What follows belongs to an exercise in optimizing a design on an open flow for small area, a short achievable clock period and few clock cycles; a production flow would make more cautious choices. Only simulation tests tie the RTL to the original design; equivalence was not proved. Power figures rest on the tool's default switching activity, not on a simulated workload.

// scc_chinj
module scc_chinj (
    input  wire        clk,
    input  wire        rst,
    input  wire        start,
    input  wire        seed_load,
    input  wire [31:0] seed_in,
    input  wire [31:0] txlen,
    input  wire [31:0] window,
    output wire        ready,
    output wire        done,
    output wire [31:0] seed_out,
    output wire [31:0] nflip,
    input  wire        in_valid,
    output wire        in_ready,
    input  wire [31:0] in_data,
    output wire        out_valid,
    input  wire        out_ready,
    output wire [31:0] out_data
);
    localparam [1:0] S_IDLE  = 2'd0,
                     S_SETUP = 2'd1,
                     S_RUN   = 2'd2,
                     S_DONE  = 2'd3;
    function [31:0] lstep(input [31:0] l);
        lstep = {l[30:0], l[31] ^ l[21] ^ l[1] ^ l[0]};
    endfunction
    function [31:0] lstep4(input [31:0] l);
        lstep4 = lstep(lstep(lstep(lstep(l))));
    endfunction
    function [31:0] lstep16(input [31:0] l);
        lstep16 = lstep4(lstep4(lstep4(lstep4(l))));
    endfunction
    function [12:0] sub12(input [11:0] a, input [11:0] b);
        reg [11:0] g, p, G, P;
        integer i, lv, k;
        begin
            g = ~a & b;
            p = ~(a ^ b);
            G = g; P = p;
            for (lv = 1; lv < 12; lv = lv * 2)
                for (i = 11; i >= 0; i = i - 1)
                    if ((i / lv) % 2 == 1) begin
                        k = (i / lv) * lv - 1;
                        G[i] = G[i] | (P[i] & G[k]);
                        P[i] = P[i] & P[k];
                    end
            sub12 = {G[11], a ^ b ^ {G[10:0], 1'b0}};
        end
    endfunction
    function [33:0] add33(input [32:0] a, input [32:0] b, input ci);
        reg [32:0] g, p, G, P;
        integer i, lv, k;
        begin
            g = a & b;
            p = a ^ b;
  ...
For scale: ~3800 cells after synthesis.
clock: 10.0 ns
lec_check: 0
cap_margin: 20
core_margin: 2
core_utilization: 60
place_density: 0.7
setup_slack_margin: 2.5
slew_margin: 20
run.sh (not shown) runs the stock make flow with config.mk's settings and CLKGATE_MAP_FILE= SYNTH_SCRIPT=/design/flow/synth_recipe.tcl, a recipe that flattens the netlist after the stock synthesis.
Testbench counts at the start, summed over its fixed seeds: cycles 13,330.
Change:
SETUP_SLACK_MARGIN = 3.5   (was 2.5)
The changed run ran to the end with no violations.
Synthesized area does not change.
Setup slack gets better by 0.71 ns.
Clock skew went down by 0.0049 ns.
Via count came out higher by 2.3%.

* * *

scc_chinj again, from the RTL that the note above started with.
export LEC_CHECK = 0
export CAP_MARGIN = 20
export CORE_MARGIN = 2
export CORE_UTILIZATION = 60
export PLACE_DENSITY = 0.7
export SETUP_SLACK_MARGIN = 3.75
export SLEW_MARGIN = 20
create_clock -name core_clock -period 10.0 [get_ports {clk}]
Testbench counts at the start, summed over its fixed seeds: cycles 13,330.
Rerun with:
SETUP_SLACK_MARGIN = 3   (was 3.75)
Wire length went down by 3.4%.
Core utilization shrinks by 3.3 points.
Area after synthesis stays the same.
Die area stays the same.
Cell count goes down by 2.5%.
Sequential power drops by about 2%.
Power shrinks by 9.3%.
Non-clock buffer count drops by 121.
Setup slack got worse by 430 ps.
Global-route usage drops by 0.48 points.
Fmax decreases by 6.4%.

* * *

== violet ==
scc_chinj, a different RTL version from the one above (not shown whole).
For scale: roughly 420 flip-flops, ~230 I/O pins, about 0.037 sq mm of cells after synthesis.
clock: 10.0 ns
lec_check: 0
cap_margin: 20
core_margin: 2
core_utilization: 60
place_density: 0.7
setup_slack_margin: 3.75
slew_margin: 20
violet completed end to end with timing, DRC and antenna clean.
Testbench counts of violet, summed over its fixed seeds: cycles 12,861.
Input changes introduced in raven (baseline for comparison: violet):
# violet
export LEC_CHECK = 0
export CAP_MARGIN = 20
export CORE_MARGIN = 2
export CORE_UTILIZATION = 60
export PLACE_DENSITY = 0.7
export SETUP_SLACK_MARGIN = 3.75
export SLEW_MARGIN = 20
create_clock -name core_clock -period 10.0 [get_ports {clk}]
# raven
export LEC_CHECK = 0
export CAP_MARGIN = 20
export CORE_MARGIN = 2
export CORE_UTILIZATION = 60
export PLACE_DENSITY = 0.7
export SETUP_SLACK_MARGIN = 4
export SLEW_MARGIN = 20
create_clock -name core_clock -period 10.0 [get_ports {clk}]
==> comparison <==
- violet → raven: total design power climbed about 7.5%, net switching power climbed about 6%, post-route non-filler standard cell count climbed 102.
- Re met1 track utilization from global routing: raven is 0.43 points down on violet.
- Hold slack was higher in the run labelled violet.
- Going from violet to raven, count of filler cells inserted in the layout shrinks by 155.
- Post-layout instance area (higher): raven
#### Input delta (yarrow over raven)
# raven
export LEC_CHECK = 0
export CAP_MARGIN = 20
export CORE_MARGIN = 2
export CORE_UTILIZATION = 60
export PLACE_DENSITY = 0.7
export SETUP_SLACK_MARGIN = 4
export SLEW_MARGIN = 20
create_clock -name core_clock -period 10.0 [get_ports {clk}]
# yarrow
export LEC_CHECK = 0
export CAP_MARGIN = 20
export CORE_MARGIN = 2
export CORE_UTILIZATION = 60
export PLACE_DENSITY = 0.7
export SETUP_SLACK_MARGIN = 3
export SLEW_MARGIN = 20
create_clock -name core_clock -period 10.0 [get_ports {clk}]
### Flow results
Compare yarrow and raven | global placement routability congestion higher: yarrow
Diff raven -> yarrow: worst setup slack fell by 0.45 ns, clock distribution power fell by about 3%, post-route minimum period rose by 0.45 ns.
Detailed route, yarrow vs raven: via total lower for yarrow
Compared yarrow vs raven, and setup skew after layout is up in yarrow.
yarrow: combinational logic power lower than raven
Looking at slowest library cell on the worst path, the edfxtp_1 result is from raven; the or4_1 one comes from yarrow.
The standard cells in yarrow occupy less silicon area than those in raven do.
Post-route clock period utilization: lower on raven
Between yarrow and raven, it is yarrow whose detail-routed via count per cell is lower, by 0.068.
Wire length after detailed routing, yarrow and raven, higher one = raven.

## separate check: timing with driven ports
The results above use ideal ports. As a check the final layouts listed here were re-extracted and re-timed, cells and wires unchanged.
Step 1 (the two cells are an assumption about what drives the block):
set clk [get_ports {clk}]
set_driving_cell -lib_cell sky130_fd_sc_hd__clkbuf_16 $clk
set_driving_cell -lib_cell sky130_fd_sc_hd__buf_2 [delete_from_list [all_inputs] $clk]
Step 2 adds t to the input delays and takes it off the output delays; t is the mean of the earliest and latest rising clock arrival at the registers after step 1. Input paths then give back, and output paths get back, about the clock's delay inside the block.
Slacks: ideal ports / drivers / drivers and shift; pairs: ideal ports / drivers.
| run | t, ns | setup slack, ns | worst setup path after step 2 | latest minus earliest clock arrival (ns) |
|---|---|---|---|---|
| the first run of note 1 | 0.669 | 2.845 / 2.876 / 2.207 | input to register | 0.032 / 0.032 |
| the second run of note 1 | 0.680 | 3.557 / 3.557 / 3.028 | input to register | 0.026 / 0.026 |
| the first run of note 2 | 0.671 | 3.699 / 3.699 / 3.269 | input to register | 0.018 / 0.018 |
| the second run of note 2 | 0.669 | 3.267 / 3.297 / 2.639 | input to register | 0.021 / 0.021 |
| violet | 0.685 | 3.800 / 3.800 / 3.322 | input to register | 0.040 / 0.040 |
| raven | 0.681 | 3.780 / 3.780 / 3.509 | input to register | 0.038 / 0.038 |
| yarrow | 0.682 | 3.329 / 3.329 / 2.852 | input to register | 0.046 / 0.046 |
After both steps every run listed still meets setup and hold. The setup slack of the first run of note 1, which loses most, moves by +0.031 ns with the drivers and by -0.638 ns with both steps.
